What follows belongs to an exercise in optimizing a design on an open flow for small area, a short achievable clock period and few clock cycles; a production flow would make more cautious choices. RTL that was checked went through simulation tests only; none was proved equivalent to the original. No functional check of the RTL was part of runs 1 and 3. Power and IR drop assume default switching activity.

==> design/flow/config.mk <==
export PLATFORM = sky130hd
export DESIGN_NAME = qser
export DESIGN_NICKNAME = qser
export VERILOG_FILES = /design/flow/design.v
export SDC_FILE = /design/flow/constraint.sdc
export NUM_CORES = 4
export LEC_CHECK = 0
export CAP_MARGIN = 20
export CORE_MARGIN = 2
export CORE_UTILIZATION = 55
export SETUP_SLACK_MARGIN = 5
export SLEW_MARGIN = 20
==> design/flow/constraint.sdc <==
create_clock -name core_clock -period 10.0 [get_ports {clk}]
set_input_delay 2.0000 -clock core_clock [delete_from_list [all_inputs] [get_ports {clk}]]
set_output_delay 2.0000 -clock core_clock [all_outputs]
set_load 0.01 [all_outputs]
==> design/flow/design.v <==
module qser (
    input  wire        clk,
    input  wire        rst,
    input  wire        req_valid,
    output wire        req_ready,
    input  wire [3:0]  req_op,
    input  wire [1:0]  req_gain,
    input  wire [1:0]  req_pol,
    input  wire [1:0]  req_addr,
    input  wire [1:0]  req_param,
    input  wire [31:0] req_a0,
    input  wire [31:0] req_a1,
    input  wire [31:0] req_a2,
    input  wire [31:0] req_a3,
    input  wire [31:0] req_a4,
    input  wire [15:0] req_r0,
    input  wire [15:0] req_r1,
    output wire        tx_valid,
    output wire [7:0]  tx_data,
    input  wire        tx_ready,
    output wire        rsp_valid,
    output wire [2:0]  rsp_kind,
    output wire [3:0]  rsp_reason
);
    localparam integer S   = 3;          
    localparam integer FQD = 4;          
    localparam [3:0] OP_DAC_INIT  = 4'h3;
    localparam [3:0] OP_DAC_WRITE = 4'h4;
    localparam [3:0] OP_DDS_TONE  = 4'h5;
    localparam [3:0] OP_DDS_RAMP  = 4'h6;
    localparam [3:0] OP_DDS_LOAD  = 4'h7;
    localparam [3:0] OP_DDS_RESET = 4'h8;
    localparam [3:0] OP_DDS_ROFF  = 4'h9;
    localparam [31:0] PHASE_FS  = 32'd360000;
    localparam [31:0] PHASE_OFS = 32'd2160000000;   
    localparam [31:0] REF_MIN   = 32'd2000000;
    localparam [31:0] REF_MAX   = 32'd3000000;
    localparam [2:0] RS_S0 = 3'd0, RS_S1 = 3'd1, RS_S2 = 3'd2, RS_S3 = 3'd3, RS_JOB = 3'd4;
    localparam [1:0] J_NORM  = 2'd0;
    localparam [1:0] J_PHASE = 2'd1;
    localparam [1:0] J_DAC   = 2'd2;
    reg        r_v;
    reg        rdy_q;
    reg [2:0]  r_st;
    reg [3:0]  r_op;
    reg [1:0]  r_gain, r_pol, r_addr, r_param;
    reg [31:0] r_a0, r_a1, r_a2, r_a3, r_a4;
    reg [15:0] r_r0, r_r1;
    reg [2:0]  r_job;
    reg [31:0] r_sp;                     
    reg        f_a, f_b, f_c, f_d;       
    reg        f_ref, f_ovf;             
    reg        rsp_v_q;
    reg [2:0]  rsp_k_q;
    reg [3:0]  rsp_r_q;
    reg [2:0]  fq_op [0:FQD-1];
    reg [1:0]  fq_f1 [0:FQD-1];
    reg [1:0]  fq_f2 [0:FQD-1];
    reg [1:0]  fq_rd, fq_wr;
    reg [2:0]  fq_cnt;
    wire       fq_space = (fq_cnt != FQD);
    wire [31:0] ramp_fs = (r_param == 2'd1) ? PHASE_FS : r_a4;
    wire        dac_g2  = (r_gain == 2'd2);
    wire        dac_bip = r_pol[0];
    wire [33:0] sp_sx   = {{2{r_sp[31]}}, r_sp};
    wire [33:0] a0_sx   = {{2{r_a0[31]}}, r_a0};
    wire [33:0] dac_v   = dac_g2 ? sp_sx : a0_sx;
    wire [33:0] dac_fs  = dac_g2 ? {r_a3, 2'b00} :
                          (r_gain == 2'd1) ? {r_a1, 2'b00} : {1'b0, r_a1, 1'b0};
    reg [33:0] pa, qa, pb, qb;
    reg        ia, ib;
    always @(*) begin
        pa = 34'd0; qa = 34'd0; ia = 1'b0;
        pb = 34'd0; qb = 34'd0; ib = 1'b0;
        case (r_op)
            OP_DDS_TONE: begin
                if (r_st == RS_S0) begin
                    pa = {2'd0, r_a1}; qa = {2'd0, r_a0}; ia = 1'b1;    
                    pb = {2'd0, r_a4}; qb = {2'd0, r_a3}; ib = 1'b1;    
                end else begin
                    pa = {2'd0, r_a2}; qa = r_a2[31] ? {2'd0, PHASE_OFS} : 34'd0;
                end
            end
            OP_DDS_RAMP: begin
                if (r_st == RS_S0) begin
                    pa = {2'd0, r_a1};    qa = {2'd0, r_a0}; ia = 1'b1;  
                    pb = {2'd0, ramp_fs}; qb = {2'd0, r_a1}; ib = 1'b1;  
                end else begin
                    pa = {2'd0, r_sp}; qa = {2'd0, r_a3}; ia = 1'b1;     
                    pb = {2'd0, r_sp}; qb = {2'd0, r_a2}; ib = 1'b1;     
                end
            end
            default: begin   
                if (r_st == RS_S0) begin
                    pa = a0_sx; qa = {a0_sx[31:0], 2'b00};               
                    pb = {2'd0, r_a1}; qb = {r_a1, 2'b00};               
                end else if (r_st == RS_S1) begin
                    pa = sp_sx; qa = {sp_sx[31:0], 2'b00};               
                    pb = {r_a1[28:0], 5'd0}; qb = {2'd0, r_a3}; ib = 1'b1;  
                end else begin
                    pa = dac_v; qa = dac_bip ? dac_fs : 34'd0;           
                    pb = dac_fs; qb = dac_v; ib = 1'b1;                  
                end
            end
        endcase
    end
    wire [33:0] ya, yb;
    qadd #(34) u_alu_a (.a(pa), .b(qa ^ {34{ia}}), .cin(ia), .s(ya), .cout());
    qadd #(34) u_alu_b (.a(pb), .b(qb ^ {34{ib}}), .cin(ib), .s(yb), .cout());
    reg [2:0] dk;
    reg [3:0] dr;
    reg       d_now;      
    always @(*) begin
        dk = 3'd0; dr = 4'd0; d_now = 1'b0;
        case (r_op)
            OP_DAC_INIT: begin
                d_now = 1'b1;
                if (r_gain == 2'd3)      begin dk = 3'd4; dr = 4'd1; end
                else if (r_pol[1])       begin dk = 3'd5; dr = 4'd2; end
            end
            OP_DAC_WRITE: begin
                d_now = (r_st == RS_S3);
                if (r_addr == 2'd3)      begin dk = 3'd5; dr = 4'd3; end
                else if (r_gain == 2'd3) begin dk = 3'd4; dr = 4'd1; end
                else if (r_pol[1])       begin dk = 3'd5; dr = 4'd2; end
                else if (f_ref)          begin dk = 3'd1; dr = 4'd2; end
                else if (f_ovf || f_c || f_d) begin dk = 3'd1; dr = 4'd1; end
            end
            OP_DDS_TONE: begin
                d_now = (r_st == RS_S1);
                if (r_a1 == 32'd0 || r_a4 == 32'd0) begin dk = 3'd1; dr = 4'd2; end
                else if (f_a || f_b)     begin dk = 3'd1; dr = 4'd1; end
            end
            OP_DDS_RAMP: begin
                d_now = (r_st == RS_S2);
                if (r_param == 2'd3)     begin dk = 3'd5; dr = 4'd4; end
                else if (f_a)            begin dk = 3'd2; dr = 4'd1; end
                else if (f_c)            begin dk = 3'd2; dr = 4'd2; end
                else if (f_d)            begin dk = 3'd2; dr = 4'd3; end
                else if (r_param != 2'd1 && r_a4 == 32'd0) begin dk = 3'd1; dr = 4'd2; end
                else if (f_b)            begin dk = 3'd1; dr = 4'd1; end
            end
            OP_DDS_LOAD, OP_DDS_RESET, OP_DDS_ROFF: d_now = 1'b1;
            default: begin d_now = 1'b1; dk = 3'd6; dr = 4'd0; end
        endcase
    end
    reg [31:0] jn, jd;
    reg [1:0]  jkind;
    reg [1:0]  jw;          
    reg        jlast;
    always @(*) begin
        jn = r_a0; jd = r_a1; jkind = J_NORM; jw = 2'd0; jlast = 1'b1;
        case (r_op)
            OP_DAC_WRITE: begin
                jkind = J_DAC; jw = 2'd1;
            end
            OP_DDS_TONE: begin
                jlast = (r_job == 3'd2);
                case (r_job)
                    3'd0:    begin jn = r_a0; jd = r_a1; jw = 2'd0; end
                    3'd1:    begin jn = r_a2; jd = PHASE_FS; jkind = J_PHASE; jw = 2'd1; end
                    default: begin jn = r_a3; jd = r_a4; jw = 2'd2; end
                endcase
            end
            default: begin   
                jlast = (r_job == 3'd5);
                jd    = ramp_fs;
                jw    = (r_param == 2'd0) ? 2'd2 : (r_param == 2'd1) ? 2'd1 : 2'd0;
                case (r_job)
                    3'd0:    jn = r_a0;
                    3'd1:    jn = r_a1;
                    3'd2:    jn = r_a2;
                    3'd3:    jn = r_a3;
                    3'd4:    begin jn = {16'd0, r_r0}; jd = 32'd65536; jw = 2'd1; end
                    default: begin jn = {16'd0, r_r1}; jd = 32'd65536; jw = 2'd1; end
                endcase
            end
        endcase
    end
    reg [3:0]  j_steps;
    reg [31:0] j_rem;
    reg [15:0] j_nlo;
    reg [2:0]  j_mask;
    always @(*) begin
        if (jkind == J_PHASE) begin
            j_steps = 4'd10; j_rem = jn >> 14; j_nlo = {jn[13:0], 2'b00}; j_mask = 3'b000;
        end else if (jw == 2'd1) begin
            j_steps = 4'd6;  j_rem = jn >> 2;  j_nlo = {jn[1:0], 14'd0};  j_mask = 3'b001;
        end else if (jw == 2'd0) begin
            j_steps = 4'd5;  j_rem = jn >> 1;  j_nlo = {jn[0], 15'd0};    j_mask = 3'b011;
        end else begin
            j_steps = 4'd11; j_rem = jn >> 1;  j_nlo = {jn[0], 15'd0};    j_mask = 3'b011;
        end
    end
    reg        dv_busy;     
    reg        dv_first;    
    reg        dv_done;     
    reg [3:0]  dv_cnt;
    reg [1:0]  dv_kind;
    reg        dv_sat;
    reg [2:0]  dv_mask;
    reg [31:0] rem;
    reg [15:0] nlo;
    reg [31:0] m1;          
    reg [33:0] m3;          
    reg [39:0] bcd;
    wire [34:0] x   = {rem, nlo[15:13]};
    wire [34:0] md2 = {2'd0, m1, 1'b0};
    wire [34:0] md4 = {1'd0, m1, 2'b0};
    wire [34:0] md6 = {m3, 1'b0};
    wire [34:0] y2, y4, y6;
    wire        c2, c4, c6;
    qadd #(35) u_s2 (.a(x), .b(~md2), .cin(1'b1), .s(y2), .cout(c2));
    qadd #(35) u_s4 (.a(x), .b(~md4), .cin(1'b1), .s(y4), .cout(c4));
    qadd #(35) u_s6 (.a(x), .b(~md6), .cin(1'b1), .s(y6), .cout(c6));
    reg [1:0]  qh;
    reg [32:0] x1;          
    always @(*) begin
        if (c6)      begin qh = 2'd3; x1 = y6[32:0]; end
        else if (c4) begin qh = 2'd2; x1 = y4[32:0]; end
        else if (c2) begin qh = 2'd1; x1 = y2[32:0]; end
        else         begin qh = 2'd0; x1 = x[32:0];  end
    end
    wire [32:0] y1;
    wire        c1;
    qadd #(33) u_s1 (.a(x1), .b(~{1'b0, m1}), .cin(1'b1), .s(y1), .cout(c1));
    wire [2:0]  qd     = {qh, c1};
    wire [31:0] rem_nx = c1 ? y1[31:0] : x1[31:0];
    wire [2:0] qbits = (dv_sat ? 3'b111 : qd) & dv_mask;
    function [39:0] dd_adj(input [39:0] b);
        integer t;
        begin
            for (t = 0; t < 10; t = t + 1)
                dd_adj[4*t +: 4] = (b[4*t +: 4] >= 4'd5) ? (b[4*t +: 4] + 4'd3) : b[4*t +: 4];
        end
    endfunction
    wire [39:0] bcd_src = dv_first ? 40'd0 : bcd;
    wire [39:0] bcd_a0  = dd_adj(bcd_src);
    wire [39:0] bcd_s1  = {bcd_a0[38:0], qbits[2]};
    wire [39:0] bcd_a1  = dd_adj(bcd_s1);
    wire [39:0] bcd_s2  = {bcd_a1[38:0], qbits[1]};
    wire [39:0] bcd_a2  = dd_adj(bcd_s2);
    wire [39:0] bcd_nx  = {bcd_a2[38:0], qbits[0]};
    reg [2:0] mask_nx;
    always @(*) begin
        mask_nx = 3'b111;
        if (dv_kind == J_PHASE) begin
            if (dv_cnt > 4'd7)       mask_nx = 3'b000;
            else if (dv_cnt == 4'd7) mask_nx = 3'b001;
        end else if (dv_kind == J_DAC && dv_cnt == 4'd2) begin
            mask_nx = 3'b100;
        end
    end
    reg [39:0] fe0, fe1;
    reg [3:0]  ft0, ft1;
    reg [1:0]  fe_cnt;
    wire       fe_space = (fe_cnt != 2'd2);
    reg [3:0] bcd_top;
    integer q;
    always @(*) begin
        bcd_top = 4'd0;
        for (q = 1; q < 10; q = q + 1)
            if (bcd[4*q +: 4] != 4'd0) bcd_top = q;
    end
    wire [33:0] jd3;
    qadd #(34) u_m3 (.a({2'd0, jd}), .b({1'd0, jd, 1'b0}), .cin(1'b0), .s(jd3), .cout());
    wire fe_push = dv_done && fe_space;
    wire dv_step = dv_busy && !(dv_first && dv_done && !fe_space);
    wire dv_last = dv_step && (dv_cnt == 4'd1);
    wire dv_free = !dv_busy || dv_last;
    wire dv_take = dv_free && r_v && (r_st == RS_JOB);
    reg        ob_v, sk_v;
    reg [7:0]  ob_d, sk_d;
    reg [4:0]  g_pos;
    reg        g_in;
    reg [3:0]  g_dig;
    wire [2:0] h_op = fq_op[fq_rd];
    wire [1:0] h_f1 = fq_f1[fq_rd];
    wire [1:0] h_f2 = fq_f2[fq_rd];
    localparam [2:0] F_INIT = 3'd0, F_WRITE = 3'd1, F_TONE = 3'd2, F_RAMP = 3'd3,
                     F_LOAD = 3'd4, F_RESET = 3'd5, F_ROFF = 3'd6;
    reg [7:0] c_pol, c_gain, c_addr, c_param;
    always @(*) begin
        c_pol   = h_f1[0] ? "b" : "u";
        c_gain  = (h_f2 == 2'd0) ? "1" : (h_f2 == 2'd1) ? "2" : "3";
        c_addr  = (h_f1 == 2'd0) ? "a" : (h_f1 == 2'd1) ? "b" : "c";
        c_param = (h_f1 == 2'd0) ? "f" : (h_f1 == 2'd1) ? "p" : "a";
    end
    reg       t_fld, t_last;
    reg [7:0] t_byte;
    always @(*) begin
        t_fld = 1'b0; t_last = 1'b0; t_byte = "!";
        case (h_op)
            F_INIT:
                case (g_pos)
                    5'd0: t_byte = "D";
                    5'd1: t_byte = "s";
                    5'd2: t_byte = c_pol;
                    5'd3: t_byte = c_gain;
                    default: t_last = 1'b1;
                endcase
            F_WRITE:
                case (g_pos)
                    5'd0: t_byte = "D";
                    5'd1: t_byte = "w";
                    5'd2: t_byte = c_addr;
                    5'd3: t_fld  = 1'b1;
                    default: t_last = 1'b1;
                endcase
            F_TONE:
                case (g_pos)
                    5'd0: t_byte = "d";
                    5'd1: t_byte = "p";
                    5'd2, 5'd4, 5'd6: t_fld = 1'b1;
                    5'd3, 5'd5: t_byte = ",";
                    default: t_last = 1'b1;
                endcase
            F_RAMP:
                case (g_pos)
                    5'd0, 5'd5: t_byte = "d";
                    5'd1, 5'd6: t_byte = "o";
                    5'd2: t_byte = "s";
                    5'd3, 5'd8: t_byte = c_param;
                    5'd4: t_byte = "!";
                    5'd7: t_byte = "p";
                    5'd9, 5'd11, 5'd13, 5'd15, 5'd17, 5'd19: t_fld = 1'b1;
                    5'd10, 5'd12, 5'd14, 5'd16, 5'd18: t_byte = ",";
                    default: t_last = 1'b1;
                endcase
            F_LOAD:
                case (g_pos)
                    5'd0: t_byte = "d";
                    5'd1: t_byte = "l";
                    default: t_last = 1'b1;
                endcase
            F_RESET:
                case (g_pos)
                    5'd0: t_byte = "d";
                    5'd1: t_byte = "r";
                    default: t_last = 1'b1;
                endcase
            default:
                case (g_pos)
                    5'd0: t_byte = "d";
                    5'd1: t_byte = "o";
                    5'd2: t_byte = "x";
                    default: t_last = 1'b1;
                endcase
        endcase
    end
    wire [3:0] g_sel   = g_in ? g_dig : ft0;
    wire [3:0] g_digit = fe0[4*g_sel +: 4];
    wire g_can    = !sk_v && (fq_cnt != 3'd0);
    wire g_fld_ok = (fe_cnt != 2'd0);
    wire g_push   = g_can && (!t_fld || g_fld_ok);
    wire [7:0] g_byte = t_fld ? {4'h3, g_digit} : t_byte;
    wire fe_pop   = g_can && t_fld && g_fld_ok && (g_sel == 4'd0);
    wire fq_pop   = g_can && !t_fld && t_last;
    wire accept  = req_valid && rdy_q;
    wire decide  = r_v && (r_st != RS_JOB) && d_now && fq_space;
    wire has_job = (r_op == OP_DAC_WRITE) || (r_op == OP_DDS_TONE) || (r_op == OP_DDS_RAMP);
    wire fq_push = decide && (dk == 3'd0);
    wire r_free  = (decide && (dk != 3'd0 || !has_job)) || (dv_take && jlast);
    reg [2:0] fq_new_op;
    always @(*) begin
        case (r_op)
            OP_DAC_INIT:  fq_new_op = F_INIT;
            OP_DAC_WRITE: fq_new_op = F_WRITE;
            OP_DDS_TONE:  fq_new_op = F_TONE;
            OP_DDS_RAMP:  fq_new_op = F_RAMP;
            OP_DDS_LOAD:  fq_new_op = F_LOAD;
            OP_DDS_RESET: fq_new_op = F_RESET;
            default:      fq_new_op = F_ROFF;
        endcase
    end
    wire [1:0] fq_new_f1 = (r_op == OP_DAC_INIT) ? r_pol : (r_op == OP_DAC_WRITE) ? r_addr : r_param;
    always @(posedge clk) begin
        if (rst) begin
            r_v     <= 1'b0;
            rdy_q   <= 1'b1;
            rsp_v_q <= 1'b0;
            fq_rd   <= 2'd0;
            fq_wr   <= 2'd0;
            fq_cnt  <= 3'd0;
            dv_busy <= 1'b0;
            dv_done <= 1'b0;
            fe_cnt  <= 2'd0;
            ob_v    <= 1'b0;
            sk_v    <= 1'b0;
            g_pos   <= 5'd0;
            g_in    <= 1'b0;
        end else begin
            rsp_v_q <= decide;
            if (decide) begin
                rsp_k_q <= dk;
                rsp_r_q <= dr;
            end
            if (accept) begin
                r_v     <= 1'b1;
                rdy_q   <= 1'b0;
                r_st    <= RS_S0;
                r_job   <= 3'd0;
                r_op    <= req_op;
                r_gain  <= req_gain;
                r_pol   <= req_pol;
                r_addr  <= req_addr;
                r_param <= req_param;
                r_a0    <= req_a0;
                r_a1    <= req_a1;
                r_a2    <= req_a2;
                r_a3    <= req_a3;
                r_a4    <= req_a4;
                r_r0    <= req_r0;
                r_r1    <= req_r1;
            end else begin
                if (r_free) begin
                    r_v   <= 1'b0;
                    rdy_q <= 1'b1;
                end
                if (decide) begin
                    r_st <= RS_JOB;
                end else if (r_v && r_st != RS_JOB && !d_now) begin
                    r_st <= r_st + 3'd1;
                end
                if (dv_take)
                    r_job <= r_job + 3'd1;
                if (r_v) begin
                    case (r_op)
                        OP_DDS_TONE:
                            if (r_st == RS_S0) begin
                                f_a <= ya[33];
                                f_b <= yb[33];
                            end else if (decide) begin
                                r_a2 <= ya[31:0];
                            end
                        OP_DDS_RAMP:
                            if (r_st == RS_S0) begin
                                r_sp <= ya[31:0];
                                f_a  <= ya[33] || (ya[31:0] == 32'd0);
                                f_b  <= yb[33];
                            end else if (r_st == RS_S1) begin
                                f_c <= ya[33];
                                f_d <= yb[33];
                            end
                        OP_DAC_WRITE:
                            if (r_st == RS_S0) begin
                                r_sp  <= ya[31:0];
                                r_a3  <= yb[31:0];
                                f_ref <= (r_a1 < REF_MIN) || (r_a1 > REF_MAX);
                                f_ovf <= (r_a0[31:25] != {7{r_a0[31]}});
                            end else if (r_st == RS_S1) begin
                                r_sp <= ya[31:0];
                                r_a3 <= yb[31:0];
                            end else if (r_st == RS_S2) begin
                                f_c  <= ya[33];
                                f_d  <= yb[33];
                                r_a0 <= ya[31:0];
                                r_a1 <= dac_bip ? dac_fs[32:1] << 2 : dac_fs[31:0];
                            end
                        default: ;
                    endcase
                end
            end
            if (fq_push) begin
                fq_op[fq_wr] <= fq_new_op;
                fq_f1[fq_wr] <= fq_new_f1;
                fq_f2[fq_wr] <= r_gain;
                fq_wr <= fq_wr + 2'd1;
            end
            if (fq_pop) fq_rd <= fq_rd + 2'd1;
            fq_cnt <= fq_cnt + (fq_push ? 3'd1 : 3'd0) - (fq_pop ? 3'd1 : 3'd0);
            if (dv_step) begin
                dv_cnt   <= dv_cnt - 4'd1;
                dv_first <= 1'b0;
                dv_mask  <= mask_nx;
                rem      <= rem_nx;
                nlo      <= nlo << 3;
                bcd      <= bcd_nx;
            end
            if (fe_push) dv_done <= 1'b0;
            if (dv_last) begin
                dv_busy <= 1'b0;
                dv_done <= 1'b1;
            end
            if (dv_take) begin
                dv_busy  <= 1'b1;
                dv_first <= 1'b1;
                dv_cnt   <= j_steps;
                dv_kind  <= jkind;
                dv_sat   <= (jkind != J_PHASE) && (jn == jd);
                dv_mask  <= j_mask;
                rem      <= j_rem;
                nlo      <= j_nlo;
                m1       <= jd;
                m3       <= jd3;
            end
            if (fe_pop) begin
                fe0 <= fe1;
                ft0 <= ft1;
            end
            if (fe_push) begin
                if (fe_cnt == 2'd0 || (fe_cnt == 2'd1 && fe_pop)) begin
                    fe0 <= bcd;
                    ft0 <= bcd_top;
                end else begin
                    fe1 <= bcd;
                    ft1 <= bcd_top;
                end
            end
            fe_cnt <= fe_cnt + (fe_push ? 2'd1 : 2'd0) - (fe_pop ? 2'd1 : 2'd0);
            if (g_push) begin
                if (t_fld) begin
                    if (g_sel == 4'd0) begin
                        g_in  <= 1'b0;
                        g_pos <= g_pos + 5'd1;
                    end else begin
                        g_in  <= 1'b1;
                        g_dig <= g_sel - 4'd1;
                    end
                end else if (t_last) begin
                    g_pos <= 5'd0;
                end else begin
                    g_pos <= g_pos + 5'd1;
                end
            end
            if (ob_v && tx_ready) begin
                if (sk_v) begin
                    ob_d <= sk_d;
                    sk_v <= 1'b0;
                end else if (g_push) begin
                    ob_d <= g_byte;
                end else begin
                    ob_v <= 1'b0;
                end
            end else if (!ob_v) begin
                if (g_push) begin
                    ob_v <= 1'b1;
                    ob_d <= g_byte;
                end
            end else if (g_push) begin
                sk_v <= 1'b1;
                sk_d <= g_byte;
            end
        end
    end
    assign req_ready  = rdy_q;
    assign tx_valid   = ob_v;
    assign tx_data    = ob_d;
    assign rsp_valid  = rsp_v_q;
    assign rsp_kind   = rsp_k_q;
    assign rsp_reason = rsp_r_q;
endmodule
module qadd #(parameter integer W = 32) (
    input  wire [W-1:0] a,
    input  wire [W-1:0] b,
    input  wire         cin,
    output wire [W-1:0] s,
    output wire         cout
);
    localparam integer NB = (W + 3) / 4;
    localparam integer L  = (NB <= 1) ? 1 : $clog2(NB);
    wire [W-1:0] p  = a ^ b;
    wire [W-1:0] g0 = a & b;
    wire [W-1:0] g  = {g0[W-1:1], g0[0] | (p[0] & cin)};
    wire [W-1:0] ig, ip;
    genvar i, l, k;
    generate
        for (i = 0; i < W; i = i + 1) begin : grp
            if (i % 4 == 0) begin : first
                assign ig[i] = g[i];
                assign ip[i] = p[i];
            end else begin : rest
                assign ig[i] = g[i] | (p[i] & ig[i-1]);
                assign ip[i] = p[i] & ip[i-1];
            end
        end
    endgenerate
    wire [NB-1:0] kg [0:L];
    wire [NB-1:0] kp [0:L];
    generate
        for (k = 0; k < NB; k = k + 1) begin : blk
            assign kg[0][k] = ig[(4*k+3 < W) ? 4*k+3 : W-1];
            assign kp[0][k] = ip[(4*k+3 < W) ? 4*k+3 : W-1];
        end
        for (l = 0; l < L; l = l + 1) begin : lvl
            for (k = 0; k < NB; k = k + 1) begin : node
                if (k >= (1 << l)) begin : comb
                    assign kg[l+1][k] = kg[l][k] | (kp[l][k] & kg[l][k - (1 << l)]);
                    assign kp[l+1][k] = kp[l][k] & kp[l][k - (1 << l)];
                end else begin : pass
                    assign kg[l+1][k] = kg[l][k];
                    assign kp[l+1][k] = kp[l][k];
                end
            end
        end
    endgenerate
    wire [W:0] c;
    assign c[0] = cin;
    generate
        for (i = 1; i <= W; i = i + 1) begin : car
            if (i % 4 == 0) begin : edge_c
                assign c[i] = kg[L][i/4 - 1];
            end else if (i < 4) begin : low
                assign c[i] = ig[i-1];
            end else begin : mid
                assign c[i] = ig[i-1] | (ip[i-1] & kg[L][i/4 - 1]);
            end
        end
    endgenerate
    assign s    = p ^ c[W-1:0];
    assign cout = c[W];
endmodule
==> design/flow/run.sh <==
#!/bin/bash
# synth_recipe.tcl (not shown) runs the flow's synth.tcl, then flattens the netlist and writes it again
# the make line also repeats each setting of config.mk as NAME=value (left out here)
make -C /OpenROAD-flow-scripts/flow DESIGN_CONFIG=/design/flow/config.mk WORK_HOME=/design/flow/orfs CLKGATE_MAP_FILE= SYNTH_SCRIPT=/design/flow/synth_recipe.tcl finish
==> out/results.ini, run 1 <==
[status]
status=complete, no violations

[timing]
hold_viol=0
slew_headroom=0.06051
tns_ns=0
setup_viol=0
min_period_ns=6.663
fin_skew_ns=0.05243
max_freq_mhz=150.1
rsz0062_at_grt=yes
slew_violations=0
worst_pin_slew_ns=1.394
min_period_over_period=0.6663

[drt]
wl_um=187200
drc_errors=0
ant_nets=0
vias=45570
drt_iter0_markers=6766
routed_via_density=6.944
wire_per_inst_um=28.53
firstDrtPassIters=13

[global_route]
grt_max_degree=87
grt_pass1_wl_um=271600
grtUsageTotal=0.4194
grt_pass1_vias=42140
overflow=0
antenna_found_initial=5

[clock_tree]
htree_levels=3
hold_buffers=0
clockBufferDepth=3
insertion_delay_ns=0.67
root_buffer=clkbuf_16
clkSinkCount=575
cts_tree=done
cts_inserted_buffers=68
path_clk_slew_ns=0.07

[floorplanning]
die_h_um=293.9
die_width_um=293.9
start_util=0.5541
dieArea_mm2=0.08638
boundaryPins=226
std_cell_rows=106
core_area_mm2=0.08342

[logic_synthesis]
ys_types=102
synth_edf_count=551
synth_area_leaders=edfxtp_1 36%, ha_1 8.1%, nand2_1 5.0%
yosysTopAreaCellShare=0.3579
synth-main-ff-cell=edfxtp_1
syn_nets=5660
yosysWarnings=4
synth-seq-cells=575
synthCells=5088
yosysSeqAreaShare=0.3683
synth_top_area_cell=edfxtp_1
syn_area_mm2=0.04623
postSynthAreaPerCell_um2=9.085
synthArstFlopShare=0

[setup_path]
critical_path.most_common_cell=fa_2
critPathKind=flip-flop to flip-flop
critical_path_arrival_ns=7.12
cp-end-kind=flip-flop
crit_fanout=4
slowest_stage=fa_2
startpoint_type=flip-flop
worst_ep_required_time_ns=10.46
slowest_delay_ns=0.49

[power_and_ir_drop]
p_sw_w=0.003262
comb_power_share=0.356
clkPwrFrac=0.296
powerDensity_mw_per_mm2=161.0
p_seq_frac=0.348
p_int_w=0.005862
finalPower_w=0.009124
irDropWorstVdd_mv=0.1508
power.leakage_nw=21.73
p_sw_frac=0.3575

[hold_path]
hold_path_class=flip-flop to flip-flop

[finish]
fill_cells=6586
final_nets=5995
multiInputGateArea_mm2=0.02887
layout-drive-gt1-share=0.1557
register_area_mm2=0.01703
stdcell_count=6562
area_growth_pct=22.60

[place]
dp_cells=6125
dp_hpwl_um=126400
port-buffer-count=224
gp_congestion=1.043

[run]
max-cap-violations=0

-- critical path, delay by kind of cell (launching register included) --
kind | cells | cell delay, ns
AO/OA/AOI/OAI | 10 | 1.78
adder cells (fa/ha/maj) | 5 | 1.74
buffers and inverters | 3 | 0.44
flip-flops | 1 | 0.41
multiplexers | 1 | 0.28
AND/OR/NAND/NOR | 10 | 1.82
-- metrics by stage --
stage,worst slack (ns),utilization,cell area [um^2],hold WS [ns]
floorplan,3.660,-,46730,0.4539
global placement,2.378,0.5934,49510,0.4981
detailed placement,2.248,0.5934,49510,0.5012
CTS,3.542,0.6625,55260,0.5249
global route,3.148,0.6792,56660,0.5382
finish,3.337,0.6794,56670,0.5235
-- area by class of cell --
cell class | count | share of cell area
tap | 1080 | 0.02384
sequential | 575 | 0.3004
clock buffer | 78 | 0.03159
clock inverter | 46 | 0.01110
inverter | 227 | 0.01532
antenna | 5 | 0.0002208
multi-input combinational | 3949 | 0.5093
timing repair buffer | 602 | 0.1082
-- placed cells by master, fill, tap and decap left out, types with 84 or more instances in the layout --
cell,netlist,routed
o211ai_1,107,107
nand3_1,99,96
buf_4,9,253
nor3_1,87,84
mux2i_1,155,151
nor2_1,341,318
edfxtp_1,551,551
nand2_1,619,591
clkdlybuf4s50_1,0,223
o21ai_0,370,339
a22oi_1,93,87
inv_1,225,212
ha_1,298,282
a21oi_1,414,390
a21o_1,101,100
xnor2_1,123,114
-- worst paths after layout --
kind | start | to | slack, ns | depth (start not counted)
worst max-delay path | r_st[0]$_SDFFCE_PN0P_ | f_a$_DFFE_PP_ | 3.34 | 29
worst min-delay path | dv_busy$_SDFFE_PP0P_ | dv_done$_SDFFE_PP0P_ | 0.52 | 2
worst max register to register | r_st[0]$_SDFFCE_PN0P_ | f_a$_DFFE_PP_ | 3.34 | 29
worst min register to register | dv_busy$_SDFFE_PP0P_ | dv_done$_SDFFE_PP0P_ | 0.52 | 2
-- repair_timing --
item	in CTS	in global routing
setup endpoints to repair	189	169
gates resized for setup	249	182
pin swaps	130	107
buffers inserted	218	64
cloned	23	2
-- sequential cells by signal (all words and copies together), names as in the netlist, 14 cells and up, named ones only --
name and flops:
r_a4 32, fe0 40, bcd 40, r_sp 32
r_r1 16, m1 32, nlo 14, rem 32
r_a3 32, r_r0 16, r_a0 32, m3 33
r_a2 32, fe1 40, r_a1 32
-- metal layers --
layer | up-vias | wire (um) | GRT usage | part of all wire
met2 | 3251 | 78090 | 0.6079 | 0.42
met1 | 21640 | 70100 | 0.5429 | 0.37
li1 | 19790 | - | - | -
met3 | 885 | 23870 | 0.1309 | 0.13
met5 | - | 0 | 0 | 0
met4 | 0 | 15180 | 0.2669 | 0.081
-- power groups by stage --
| stage | sequential [W] | clock (W) | combinational, W |
|---|---|---|---|
| after detailed placement | 0.00319 | 0 | 0.00255 |
| after global placement | 0.00319 | 0 | 0.00252 |
| after CTS | 0.00314 | 0.00272 | 0.00291 |
| final | 0.00317 | 0.00270 | 0.00325 |
| after floorplan | 0.00303 | 0 | 0.00183 |
| after global routing | 0.00316 | 0.00281 | 0.00348 |
-- cells in the mapped netlist, drive strengths merged (66+ instances only) --
library cell  instances
mux2i               155
nand3                99
nand2               619
xor2                 87
inv                 225
nor2                344
nor3                 87
o211ai              107
o21ai               382
a22oi                93
edfxtp              551
xnor2               123
fa                   66
a21oi               415
a21o                101
clkbuf              263
ha                  298
buf                  81
-- cells by family after synthesis --
kind of cell             share of synthesized area
adder cells (fa/ha/maj)                     0.1092
multiplexers                               0.04501
AO/OA/AOI/OAI                               0.2423
other                                   0.00008112
AND/OR/NAND/NOR                             0.1471
flip-flops                                  0.3683
buffers and inverters                      0.04813
XOR/XNOR                                   0.03979
==> run 2: changes to the inputs <==
--- a/design/flow/design.v
+++ b/design/flow/design.v
@@ -560,3 +560,3 @@
     localparam integer NB = (W + 3) / 4;
-    localparam integer L  = (NB <= 1) ? 1 : $clog2(NB);
+    localparam integer L  = (NB <= 2) ? 1 : (NB <= 4) ? 2 : (NB <= 8) ? 3 : (NB <= 16) ? 4 : 5;
     wire [W-1:0] p  = a ^ b;
==> run 2 against run 1 <==
  * Count of clock-buffer cells in the layout is the same
  * Sequential power is essentially flat
  * Setup slack is the same
  * Combinational power is essentially flat
  * Maximum frequency is the same
  * Core utilization is the same
  * Critical path depth is the same
  * Global-route usage is the same
  * Final cell count is the same
  * Critical endpoint unchanged
  * Largest cell class unchanged
==> out/results.ini, run 2 <==
[status]
status=complete, no violations

[setup_path]
reg2reg_depth=29  ; unchanged
worst_ep_required_time_ns=10.46  ; about the same
r2r_end=f_a$_DFFE_PP_
critical_path.most_common_cell=fa_2
critPathKind=flip-flop to flip-flop
r2r_slack_ns=3.34  ; about the same
cp-end-kind=flip-flop
slowest_delay_ns=0.49  ; about the same
startpoint_type=flip-flop
r2r_start=r_st[0]$_SDFFCE_PN0P_
slowest_stage=fa_2
crit_fanout=4  ; unchanged
critical_path_arrival_ns=7.12  ; about the same

[logic_synthesis]
synth_area_leaders=edfxtp_1 36%, ha_1 8.1%, nand2_1 5.0%
postSynthAreaPerCell_um2=9.085  ; unchanged
synth-seq-cells=575  ; unchanged
ys_types=102  ; unchanged
synth_top_area_cell=edfxtp_1
synthCells=5088  ; unchanged
synth_top_cells_by_count=619 x nand2_1, 551 x edfxtp_1, 414 x a21oi_1
yosysWarnings=4  ; unchanged
yosysSeqAreaShare=0.3683  ; unchanged
syn_area_mm2=0.04623  ; unchanged
yosysTopAreaCellShare=0.3579  ; unchanged
syn_nets=5660  ; unchanged
synth_edf_count=551  ; unchanged
synthArstFlopShare=0  ; unchanged
yosysMostFrequentCell=nand2_1
synth-main-ff-cell=edfxtp_1

[global_route]
grt_pass1_vias=42140  ; unchanged
busiest_layer=met2
use_met3=0.1309  ; unchanged
grtUsageTotal=0.4194  ; unchanged
met2_usage=0.6079  ; unchanged
antenna_found_initial=5  ; unchanged
overflow=0  ; unchanged
grt_max_degree=87  ; unchanged
grt_util_met1=0.5429  ; unchanged
grt_pass1_wl_um=271600  ; unchanged

[finish]
layout_common_cells=591 x nand2_1, 551 x edfxtp_1, 390 x a21oi_1, 339 x o21ai_0, 318 x nor2_1
stdcell_count=6562  ; unchanged
top_regs=bcd x40, fe0 x40, fe1 x40
fill_cells=6586  ; unchanged
final_nets=5995  ; unchanged
stdcell_area_mm2=0.05667  ; unchanged
area_growth_pct=22.60  ; unchanged
final_common_cell=nand2_1
layout-drive-gt1-share=0.1557  ; unchanged

[timing]
rsz0062_at_grt=yes
setup_viol=0  ; unchanged
min_period_ns=6.663  ; unchanged
max_freq_mhz=150.1  ; unchanged
hold_viol=0  ; unchanged
fin_skew_ns=0.05243  ; unchanged
worst_pin_slew_ns=1.394  ; unchanged
min_period_over_period=0.6663  ; unchanged
slew_violations=0  ; unchanged
tns_ns=0  ; unchanged
slew_headroom=0.06051  ; unchanged
worst_slack_ns=3.337  ; unchanged

[clock_tree]
cts_inserted_buffers=68  ; unchanged
clkSinkCount=575  ; unchanged
root_buffer=clkbuf_16
cts_tree=done
hold_buffers=0  ; unchanged
insertion_delay_ns=0.67  ; about the same
path_clk_slew_ns=0.07  ; about the same
clockBufferDepth=3  ; unchanged
htree_levels=3  ; unchanged

[floorplanning]
dieArea_mm2=0.08638  ; unchanged
core_area_mm2=0.08342  ; unchanged
die_h_um=293.9  ; unchanged
die_width_um=293.9  ; unchanged
start_util=0.5541  ; unchanged
boundaryPins=226  ; unchanged
std_cell_rows=106  ; unchanged

[place]
placed_cell_area_mm2=0.04951  ; unchanged
gp_congestion=1.043  ; unchanged
dp_hpwl_um=126400  ; unchanged
dp_cells=6125  ; unchanged
place_ws_ns=2.248  ; unchanged
port-buffer-count=224  ; unchanged

[drt]
drt_iter0_markers=6766  ; unchanged
wire_per_inst_um=28.53  ; unchanged
firstDrtPassIters=13  ; unchanged
drc_errors=0  ; unchanged
vias=45570  ; unchanged
ant_nets=0  ; unchanged
wl_um=187200  ; unchanged
routed_via_density=6.944  ; unchanged

[run]
max-cap-violations=0  ; unchanged

[power_and_ir_drop]
powerDensity_mw_per_mm2=161.0  ; unchanged
power.leakage_nw=21.73  ; unchanged
irDropWorstVdd_mv=0.1508  ; unchanged

[hold_path]
holdPathStages=2  ; unchanged
worstHoldStart=dv_busy$_SDFFE_PP0P_
hold_path_class=flip-flop to flip-flop
min_to=dv_done$_SDFFE_PP0P_

## run 2: worst max path at each step
stage | cells after the start | slack (ns) | to | startpoint
after global placement | 26 | 2.38 | rem[8]$_DFFE_PP_ | nlo[14]$_DFFE_PP_
after floorplan | 28 | 3.66 | f_a$_DFFE_PP_ | r_st[1]$_SDFFCE_PN0P_
after global routing | 29 | 3.15 | f_a$_DFFE_PP_ | r_st[0]$_SDFFCE_PN0P_
final | 29 | 3.34 | f_a$_DFFE_PP_ | r_st[0]$_SDFFCE_PN0P_
after detailed placement | 26 | 2.25 | rem[8]$_DFFE_PP_ | nlo[14]$_DFFE_PP_
after CTS | 27 | 3.54 | rem[13]$_DFFE_PP_ | nlo[15]$_DFFE_PP_
## run 2: through the flow
| step | total power (W) | utilization | hold slack [ns] |
|---|---|---|---|
| finish | 0.009124 | 0.6794 | 0.5235 |
| CTS | 0.008768 | 0.6625 | 0.5249 |
| global placement | 0.005711 | 0.5934 | 0.4981 |
| floorplan | 0.004865 | - | 0.4539 |
| global route | 0.009442 | 0.6792 | 0.5382 |
| detailed placement | 0.005739 | 0.5934 | 0.5012 |
## run 2: worst max-delay path, delay by kind of cell, from the launching register on
| family | cells | cell delay [ns] |
|---|---|---|
| multiplexers | 1 | 0.28 |
| adder cells (fa/ha/maj) | 5 | 1.74 |
| buffers and inverters | 3 | 0.44 |
| AO/OA/AOI/OAI | 10 | 1.78 |
| AND/OR/NAND/NOR | 10 | 1.82 |
| flip-flops | 1 | 0.41 |
## run 2: cell type report
class | count | area [um^2] | share of cell area
Clock buffer | 78 | 1790 | 0.03159
Antenna cell | 5 | 12.51 | 0.0002208
Inverter | 227 | 868.3 | 0.01532
Sequential cell | 575 | 17030 | 0.3004
Tap cell | 1080 | 1351 | 0.02384
Timing Repair Buffer | 602 | 6130 | 0.1082
Multi-Input combinational cell | 3949 | 28870 | 0.5093
Clock inverter | 46 | 629.4 | 0.01110
## run 2: where the power goes
part / total (W) / switching [W] / internal [W]
Sequential: 0.00317 / 0.000274 / 0.00290
Combinational: 0.00325 / 0.00184 / 0.00141
Clock: 0.00270 / 0.00115 / 0.00155
Total: 0.00912 / 0.00326 / 0.00586
## run 2: layer usage
metal	vias to the layer above	wire length, um
met2	3251	78090
li1	19790	-
met4	0	15180
met1	21640	70100
met3	885	23870
met5	-	0
## run 2: cells by family (layout without fill, tap and decap cells)
family	after synthesis	after routing	share of synthesized area
AO/OA/AOI/OAI	1687	1690	0.2423
AND/OR/NAND/NOR	1489	1493	0.1471
flip-flops	575	575	0.3683
buffers and inverters	571	953	0.04813
adder cells (fa/ha/maj)	364	364	0.1092
XOR/XNOR	210	210	0.03979
multiplexers	191	191	0.04501
other	1	6	0.00008112
## run 2: what timing repair did
item	4_1_cts	5_1_grt
pin swaps	130	107
resized for setup	249	182
setup endpoints to repair	189	169
gates cloned	23	2
buffers inserted	218	64
Testbench counts of run 2, summed over its fixed seeds: cycles 45,355.
==> run 3: changes to the inputs <==
--- a/design/flow/design.v
+++ b/design/flow/design.v
@@ -37,3 +37,4 @@
     localparam [31:0] REF_MAX   = 32'd3000000;
-    localparam [2:0] RS_S0 = 3'd0, RS_S1 = 3'd1, RS_S2 = 3'd2, RS_S3 = 3'd3, RS_JOB = 3'd4;
+    localparam [2:0] RS_S0 = 3'd0, RS_S1 = 3'd1, RS_S2 = 3'd2, RS_S3 = 3'd3, RS_S4 = 3'd4,
+                     RS_S5 = 3'd5, RS_S6 = 3'd6, RS_JOB = 3'd7;
     localparam [1:0] J_NORM  = 2'd0;
@@ -69,42 +70,33 @@
                           (r_gain == 2'd1) ? {r_a1, 2'b00} : {1'b0, r_a1, 1'b0};
-    reg [33:0] pa, qa, pb, qb;
-    reg        ia, ib;
+    reg [33:0] pa, qa;
+    reg        ia;
     always @(*) begin
         pa = 34'd0; qa = 34'd0; ia = 1'b0;
-        pb = 34'd0; qb = 34'd0; ib = 1'b0;
         case (r_op)
-            OP_DDS_TONE: begin
-                if (r_st == RS_S0) begin
-                    pa = {2'd0, r_a1}; qa = {2'd0, r_a0}; ia = 1'b1;    
-                    pb = {2'd0, r_a4}; qb = {2'd0, r_a3}; ib = 1'b1;    
-                end else begin
-                    pa = {2'd0, r_a2}; qa = r_a2[31] ? {2'd0, PHASE_OFS} : 34'd0;
-                end
-            end
-            OP_DDS_RAMP: begin
-                if (r_st == RS_S0) begin
-                    pa = {2'd0, r_a1};    qa = {2'd0, r_a0}; ia = 1'b1;  
-                    pb = {2'd0, ramp_fs}; qb = {2'd0, r_a1}; ib = 1'b1;  
-                end else begin
-                    pa = {2'd0, r_sp}; qa = {2'd0, r_a3}; ia = 1'b1;     
-                    pb = {2'd0, r_sp}; qb = {2'd0, r_a2}; ib = 1'b1;     
-                end
-            end
-            default: begin   
-                if (r_st == RS_S0) begin
-                    pa = a0_sx; qa = {a0_sx[31:0], 2'b00};               
-                    pb = {2'd0, r_a1}; qb = {r_a1, 2'b00};               
-                end else if (r_st == RS_S1) begin
-                    pa = sp_sx; qa = {sp_sx[31:0], 2'b00};               
-                    pb = {r_a1[28:0], 5'd0}; qb = {2'd0, r_a3}; ib = 1'b1;  
-                end else begin
-                    pa = dac_v; qa = dac_bip ? dac_fs : 34'd0;           
-                    pb = dac_fs; qb = dac_v; ib = 1'b1;                  
-                end
-            end
+            OP_DDS_TONE:
+                case (r_st)
+                    RS_S0:   begin pa = {2'd0, r_a1}; qa = {2'd0, r_a0}; ia = 1'b1; end   
+                    RS_S1:   begin pa = {2'd0, r_a4}; qa = {2'd0, r_a3}; ia = 1'b1; end   
+                    default: begin pa = {2'd0, r_a2}; qa = r_a2[31] ? {2'd0, PHASE_OFS} : 34'd0; end
+                endcase
+            OP_DDS_RAMP:
+                case (r_st)
+                    RS_S0:   begin pa = {2'd0, r_a1};    qa = {2'd0, r_a0}; ia = 1'b1; end   
+                    RS_S1:   begin pa = {2'd0, ramp_fs}; qa = {2'd0, r_a1}; ia = 1'b1; end   
+                    RS_S2:   begin pa = {2'd0, r_sp};    qa = {2'd0, r_a3}; ia = 1'b1; end   
+                    default: begin pa = {2'd0, r_sp};    qa = {2'd0, r_a2}; ia = 1'b1; end   
+                endcase
+            default:   
+                case (r_st)
+                    RS_S0:   begin pa = a0_sx; qa = {a0_sx[31:0], 2'b00}; end                
+                    RS_S1:   begin pa = sp_sx; qa = {sp_sx[31:0], 2'b00}; end                
+                    RS_S2:   begin pa = {2'd0, r_a1}; qa = {r_a1, 2'b00}; end                
+                    RS_S3:   begin pa = {r_a1[28:0], 5'd0}; qa = {2'd0, r_a3}; ia = 1'b1; end  
+                    RS_S4:   begin pa = dac_fs; qa = dac_v; ia = 1'b1; end                   
+                    default: begin pa = dac_v; qa = dac_bip ? dac_fs : 34'd0; end            
+                endcase
         endcase
     end
-    wire [33:0] ya, yb;
+    wire [33:0] ya;
     qadd #(34) u_alu_a (.a(pa), .b(qa ^ {34{ia}}), .cin(ia), .s(ya), .cout());
-    qadd #(34) u_alu_b (.a(pb), .b(qb ^ {34{ib}}), .cin(ib), .s(yb), .cout());
     reg [2:0] dk;
@@ -121,3 +113,3 @@
             OP_DAC_WRITE: begin
-                d_now = (r_st == RS_S3);
+                d_now = (r_st == RS_S6);
                 if (r_addr == 2'd3)      begin dk = 3'd5; dr = 4'd3; end
@@ -129,3 +121,3 @@
             OP_DDS_TONE: begin
-                d_now = (r_st == RS_S1);
+                d_now = (r_st == RS_S2);
                 if (r_a1 == 32'd0 || r_a4 == 32'd0) begin dk = 3'd1; dr = 4'd2; end
@@ -134,3 +126,3 @@
             OP_DDS_RAMP: begin
-                d_now = (r_st == RS_S2);
+                d_now = (r_st == RS_S4);
                 if (r_param == 2'd3)     begin dk = 3'd5; dr = 4'd4; end
@@ -205,25 +197,33 @@
     reg [33:0] m3;          
+    reg [34:0] m5, m7;      
     reg [39:0] bcd;
-    wire [34:0] x   = {rem, nlo[15:13]};
-    wire [34:0] md2 = {2'd0, m1, 1'b0};
-    wire [34:0] md4 = {1'd0, m1, 2'b0};
-    wire [34:0] md6 = {m3, 1'b0};
-    wire [34:0] y2, y4, y6;
-    wire        c2, c4, c6;
-    qadd #(35) u_s2 (.a(x), .b(~md2), .cin(1'b1), .s(y2), .cout(c2));
-    qadd #(35) u_s4 (.a(x), .b(~md4), .cin(1'b1), .s(y4), .cout(c4));
-    qadd #(35) u_s6 (.a(x), .b(~md6), .cin(1'b1), .s(y6), .cout(c6));
-    reg [1:0]  qh;
-    reg [32:0] x1;          
+    wire [34:0] x = {rem, nlo[15:13]};
+    wire [34:0] mult [1:7];
+    assign mult[1] = {3'd0, m1};
+    assign mult[2] = {2'd0, m1, 1'b0};
+    assign mult[3] = {1'd0, m3};
+    assign mult[4] = {1'd0, m1, 2'b0};
+    assign mult[5] = m5;
+    assign mult[6] = {m3, 1'b0};
+    assign mult[7] = m7;
+    wire [34:0] df [1:7];
+    wire [7:1]  ge;
+    genvar gk;
+    generate
+        for (gk = 1; gk < 8; gk = gk + 1) begin : sub
+            qadd #(35) u_sub (.a(x), .b(~mult[gk]), .cin(1'b1), .s(df[gk]), .cout(ge[gk]));
+        end
+    endgenerate
+    reg [2:0]  qd;
+    reg [31:0] rem_nx;
     always @(*) begin
-        if (c6)      begin qh = 2'd3; x1 = y6[32:0]; end
-        else if (c4) begin qh = 2'd2; x1 = y4[32:0]; end
-        else if (c2) begin qh = 2'd1; x1 = y2[32:0]; end
-        else         begin qh = 2'd0; x1 = x[32:0];  end
-    end
-    wire [32:0] y1;
-    wire        c1;
-    qadd #(33) u_s1 (.a(x1), .b(~{1'b0, m1}), .cin(1'b1), .s(y1), .cout(c1));
-    wire [2:0]  qd     = {qh, c1};
-    wire [31:0] rem_nx = c1 ? y1[31:0] : x1[31:0];
+        if (ge[7])      begin qd = 3'd7; rem_nx = df[7][31:0]; end
+        else if (ge[6]) begin qd = 3'd6; rem_nx = df[6][31:0]; end
+        else if (ge[5]) begin qd = 3'd5; rem_nx = df[5][31:0]; end
+        else if (ge[4]) begin qd = 3'd4; rem_nx = df[4][31:0]; end
+        else if (ge[3]) begin qd = 3'd3; rem_nx = df[3][31:0]; end
+        else if (ge[2]) begin qd = 3'd2; rem_nx = df[2][31:0]; end
+        else if (ge[1]) begin qd = 3'd1; rem_nx = df[1][31:0]; end
+        else            begin qd = 3'd0; rem_nx = x[31:0];     end
+    end
     wire [2:0] qbits = (dv_sat ? 3'b111 : qd) & dv_mask;
@@ -265,3 +265,6 @@
     wire [33:0] jd3;
+    wire [34:0] jd5, jd7;
     qadd #(34) u_m3 (.a({2'd0, jd}), .b({1'd0, jd, 1'b0}), .cin(1'b0), .s(jd3), .cout());
+    qadd #(35) u_m5 (.a({3'd0, jd}), .b({1'd0, jd, 2'b0}), .cin(1'b0), .s(jd5), .cout());
+    qadd #(35) u_m7 (.a({jd, 3'b0}), .b(~{3'd0, jd}), .cin(1'b1), .s(jd7), .cout());
     wire fe_push = dv_done && fe_space;
@@ -397,5 +400,3 @@
             end
-            if (accept) begin
-                r_v     <= 1'b1;
-                rdy_q   <= 1'b0;
+            if (rdy_q) begin
                 r_st    <= RS_S0;
@@ -414,3 +415,7 @@
                 r_r1    <= req_r1;
-            end else begin
+            end
+            if (accept) begin
+                r_v     <= 1'b1;
+                rdy_q   <= 1'b0;
+            end else if (!rdy_q) begin
                 if (r_free) begin
@@ -422,3 +427,6 @@
                 end else if (r_v && r_st != RS_JOB && !d_now) begin
-                    r_st <= r_st + 3'd1;
+                    if (r_op == OP_DAC_WRITE && r_st == RS_S0 && !dac_g2)
+                        r_st <= RS_S4;
+                    else
+                        r_st <= r_st + 3'd1;
                 end
@@ -429,32 +437,34 @@
                         OP_DDS_TONE:
-                            if (r_st == RS_S0) begin
-                                f_a <= ya[33];
-                                f_b <= yb[33];
-                            end else if (decide) begin
-                                r_a2 <= ya[31:0];
-                            end
+                            if (r_st == RS_S0) f_a <= ya[33];
+                            else if (r_st == RS_S1) f_b <= ya[33];
+                            else if (decide) r_a2 <= ya[31:0];
                         OP_DDS_RAMP:
-                            if (r_st == RS_S0) begin
-                                r_sp <= ya[31:0];
-                                f_a  <= ya[33] || (ya[31:0] == 32'd0);
-                                f_b  <= yb[33];
-                            end else if (r_st == RS_S1) begin
-                                f_c <= ya[33];
-                                f_d <= yb[33];
-                            end
+                            case (r_st)
+                                RS_S0: begin
+                                    r_sp <= ya[31:0];
+                                    f_a  <= ya[33] || (ya[31:0] == 32'd0);
+                                end
+                                RS_S1: f_b <= ya[33];
+                                RS_S2: f_c <= ya[33];
+                                RS_S3: f_d <= ya[33];
+                                default: ;
+                            endcase
                         OP_DAC_WRITE:
-                            if (r_st == RS_S0) begin
-                                r_sp  <= ya[31:0];
-                                r_a3  <= yb[31:0];
-                                f_ref <= (r_a1 < REF_MIN) || (r_a1 > REF_MAX);
-                                f_ovf <= (r_a0[31:25] != {7{r_a0[31]}});
-                            end else if (r_st == RS_S1) begin
-                                r_sp <= ya[31:0];
-                                r_a3 <= yb[31:0];
-                            end else if (r_st == RS_S2) begin
-                                f_c  <= ya[33];
-                                f_d  <= yb[33];
-                                r_a0 <= ya[31:0];
-                                r_a1 <= dac_bip ? dac_fs[32:1] << 2 : dac_fs[31:0];
-                            end
+                            case (r_st)
+                                RS_S0: begin
+                                    r_sp  <= ya[31:0];
+                                    f_ref <= (r_a1 < REF_MIN) || (r_a1 > REF_MAX);
+                                    f_ovf <= (r_a0[31:25] != {7{r_a0[31]}});
+                                end
+                                RS_S1: r_sp <= ya[31:0];
+                                RS_S2: r_a3 <= ya[31:0];
+                                RS_S3: r_a3 <= ya[31:0];
+                                RS_S4: f_d  <= ya[33];
+                                RS_S5: begin
+                                    f_c  <= ya[33];
+                                    r_a0 <= ya[31:0];
+                                    r_a1 <= dac_bip ? dac_fs[32:1] << 2 : dac_fs[31:0];
+                                end
+                                default: ;
+                            endcase
                         default: ;
@@ -495,2 +505,4 @@
                 m3       <= jd3;
+                m5       <= jd5;
+                m7       <= jd7;
             end
@@ -560,3 +572,3 @@
     localparam integer NB = (W + 3) / 4;
-    localparam integer L  = (NB <= 2) ? 1 : (NB <= 4) ? 2 : (NB <= 8) ? 3 : (NB <= 16) ? 4 : 5;
+    localparam integer L  = (NB <= 1) ? 1 : $clog2(NB);
     wire [W-1:0] p  = a ^ b;
--- a/design/flow/config.mk
+++ b/design/flow/config.mk
@@ -9,3 +9,3 @@
 export CORE_MARGIN = 2
-export CORE_UTILIZATION = 55
+export CORE_UTILIZATION = 45
 export SETUP_SLACK_MARGIN = 5
==> run 3 against run 2 <==
  * Final cell count increased by 26%
  * Clock power increased by 8.9%
  * Core utilization decreased by 14 points
  * Sequential share of layout area decreased by 1.7 points
  * Non-clock buffer count decreased by 9
  * Register-to-register slack got worse by 0.65 ns
  * Critical path type unchanged
==> out/results.ini, run 3 <==
[power_and_ir_drop]
powerDensity_mw_per_mm2=151.9  ; -5.7%
irDropWorstVdd_mv=0.1366  ; -9.4%
power.leakage_nw=27.02  ; +24%

[global_route]
grt_max_degree=135  ; +55%
overflow=0  ; unchanged
grt_pass1_wl_um=317700  ; +17%
busiest_layer=met2
grt_util_met1=0.4572  ; -0.08575
grtUsageTotal=0.3300  ; -0.08939
use_met3=0.05570  ; -0.07519
grt_pass1_vias=49940  ; +18%
antenna_found_initial=3  ; -2
met2_usage=0.4979  ; -0.1099

[setup_path]
worst_ep_required_time_ns=10.51  ; +0.05 ns
slowest_delay_ns=0.51  ; +0.02 ns
slowest_stage=or4_1
cp-end-kind=flip-flop
critical_path_arrival_ns=7.82  ; +0.70 ns
startpoint_type=flip-flop
critPathKind=flip-flop to flip-flop
crit_fanout=4  ; unchanged

[drt]
wire_per_inst_um=26.25  ; -8.0%
ant_nets=0  ; unchanged
drt_iter0_markers=6250  ; -7.6%
firstDrtPassIters=8  ; -5
routed_via_density=6.379  ; -8.1%
vias=52560  ; +15%
drc_errors=0  ; unchanged
wl_um=216300  ; +15%

[status]
status=complete, no violations

[place]
port-buffer-count=224  ; unchanged
dp_hpwl_um=152400  ; +21%
gp_congestion=1.004  ; -3.7%

[finish]
area_growth_pct=20.02
layout-drive-gt1-share=0.1334  ; -0.02230
final_nets=7273  ; +21%
final_common_cell=edfxtp_1
layout_common_cells=617 x edfxtp_1, 575 x nand2_1, 515 x a21oi_1, 473 x nor2_1, 410 x o21ai_0
top_regs=bcd x40, fe0 x40, fe1 x40

[timing]
rsz0062_at_grt=yes
max_freq_mhz=136.8  ; -8.9%
setup_viol=0  ; unchanged
hold_viol=0  ; unchanged
slew_headroom=0.2154  ; +0.1549
min_period_over_period=0.7311  ; +0.06476
worst_pin_slew_ns=1.169  ; -0.2260 ns
hold_ws_ns=0.4911  ; -0.03239 ns
slew_violations=0  ; unchanged
min_period_ns=7.311  ; +0.6476 ns
tns_ns=0  ; unchanged
fin_skew_ns=0.03784  ; -0.01459 ns

[clock_tree]
root_buffer=clkbuf_16
htree_levels=3  ; unchanged
path_clk_slew_ns=0.06  ; about the same
cts_tree=done
clockBufferDepth=3  ; unchanged
insertion_delay_ns=0.72  ; +0.05 ns
clkSinkCount=641  ; +11%
cts_inserted_buffers=78  ; +15%
hold_buffers=0  ; unchanged

[floorplanning]
die_width_um=356.6  ; +21%
core_area_mm2=0.1235  ; +48%
start_util=0.4532  ; -0.1009
boundaryPins=226  ; unchanged
die_h_um=356.6  ; +21%
dieArea_mm2=0.1272  ; +47%
std_cell_rows=129  ; +22%

[logic_synthesis]
synthArstFlopShare=0  ; unchanged
synth_top_cells_by_count=617 x edfxtp_1, 582 x nand2_1, 545 x a21oi_1
syn_area_mm2=0.05595  ; +21%
ys_types=111  ; +8.8%
postSynthAreaPerCell_um2=8.977  ; -1.2%
syn_nets=6966  ; +23%
synth-main-ff-cell=edfxtp_1
synthCells=6233  ; +23%
synth-seq-cells=641  ; +11%
yosysSeqAreaShare=0.3397  ; -0.02863
synth_area_leaders=edfxtp_1 33%, ha_1 9.5%, a21oi_1 4.9%
synth_edf_count=617  ; +12%
yosysMostFrequentCell=edfxtp_1
yosysWarnings=3  ; -1
yosysTopAreaCellShare=0.3311  ; -0.02682
synth_top_area_cell=edfxtp_1

[hold_path]
hold_path_class=flip-flop to flip-flop

[run]
max-cap-violations=0  ; unchanged

run 3: cell types whose count changed in the layout (fill, tap and decap cells not counted), sizes merged, moves of 58 or more:
| cell | before | now |
|---|---|---|
| nor2 | 346 | 496 |
| mux2i | 155 | 216 |
| ha | 298 | 425 |
| a211oi | 63 | 121 |
| inv | 228 | 384 |
| a21oi | 415 | 546 |
| o21ai | 383 | 478 |
| edfxtp | 551 | 617 |
| o211ai | 107 | 46 |
run 3: stage by stage:
stage,total power [W],utilization,setup WS [ns],instances,instance area (um^2)
floorplan,0.005251,-,2.768,6233,56300
finish,0.01020,0.5439,2.689,8240,67150
global route,0.01056,0.5439,2.442,8239,67150
CTS,0.009762,0.5312,2.678,8134,65590
detailed placement,0.006298,0.4856,1.557,7827,59960
global placement,0.006260,0.4856,1.586,7827,59960
run 3: cell families (layout without fill, tap and decap cells):
kind of cell               after synthesis  after routing  share of synthesized area
xor gates and xnor gates               296            296                    0.04633
AOI/OAI and AO/OA                     2044           2044                     0.2399
buffers and inverters                  759           1125                    0.05235
muxes                                  263            263                    0.04957
other                                    1              2                 0.00006702
DFF                                    641            641                     0.3397
and+or+nand+nor                       1704           1707                     0.1412
adders and majority gates              525            525                     0.1308
run 3: area by class of cell:
class / count / area (um^2)
sequential: 641 / 19010
clock buffer: 99 / 2031
timing repair buffer: 593 / 6005
inverter: 389 / 1501
antenna: 1 / 2.502
fill: 11090 / 56320
tap: 1637 / 2048
multi-input combinational: 4836 / 35980
clock inverter: 43 / 571.8
timing repair inverter: 1 / 7.507
run 3: power breakdown:
part	internal (W)	switching, W
registers	0.00318	0.000238
logic	0.00165	0.00219
clock network	0.00167	0.00127
total	0.00650	0.00370
run 3: worst paths after layout:
path | start | endpoint | slack (ns) | cells past startpoint
worst min-delay path | dv_busy$_SDFFE_PP0P_ | dv_done$_SDFFE_PP0P_ | 0.49 | 2
worst max-delay path | r_st[1]$_DFFE_PN_ | f_a$_DFFE_PP_ | 2.69 | 29
worst min register to register | dv_busy$_SDFFE_PP0P_ | dv_done$_SDFFE_PP0P_ | 0.49 | 2
worst max register to register | r_st[1]$_DFFE_PN_ | f_a$_DFFE_PP_ | 2.69 | 29
run 3: critical path: cells and delay by family, from the launching register on:
| kind | cells | cell delay, ns |
|---|---|---|
| adders and majority gates | 6 | 1.94 |
| DFF | 1 | 0.46 |
| buffers and inverters | 2 | 0.26 |
| and+or+nand+nor | 11 | 2.77 |
| xor gates and xnor gates | 1 | 0.16 |
| AOI/OAI and AO/OA | 9 | 1.51 |
run 3: what timing repair did:
| item | in CTS | in global routing |
|---|---|---|
| resized for setup | 306 | 190 |
| cloned | 16 | 2 |
| endpoints found under the setup margin | 302 | 201 |
| pin swaps | 105 | 92 |
| buffers inserted | 149 | 103 |
| endpoints found under the hold margin | 0 | 0 |
run 3: layer usage:
layer	wire, um	vias up
met4	12240	2
met5	12	-
met1	90670	25250
met3	20120	639
met2	93210	2807
li1	-	23860

## port drivers added, routing unchanged
How much do the figures lean on ideal ports? The routed layouts below were timed once more, with nothing changed but the port constraints. Step 1 assumes that a clkbuf_16 drives the clock port and a buf_2 every other input. Step 2 times the ports against the registers' clock, not the clock port: input delays grow and output delays shrink by t, the midpoint of the rising clock arrivals with the driver on. a / b / c = ideal / step 1 / step 2; a / b = the first two.
run	t (ns)	slack for setup (ns)	clock arrival spread, ns	pins driven straight from the clock port
run 1	0.722	3.337 / 3.337 / 3.337	0.052 / 0.053	1
run 2	0.722	3.337 / 3.337 / 3.337	0.052 / 0.053	1
run 3	0.784	2.689 / 2.689 / 2.689	0.047 / 0.047	1
After both steps every run listed still meets setup and hold.
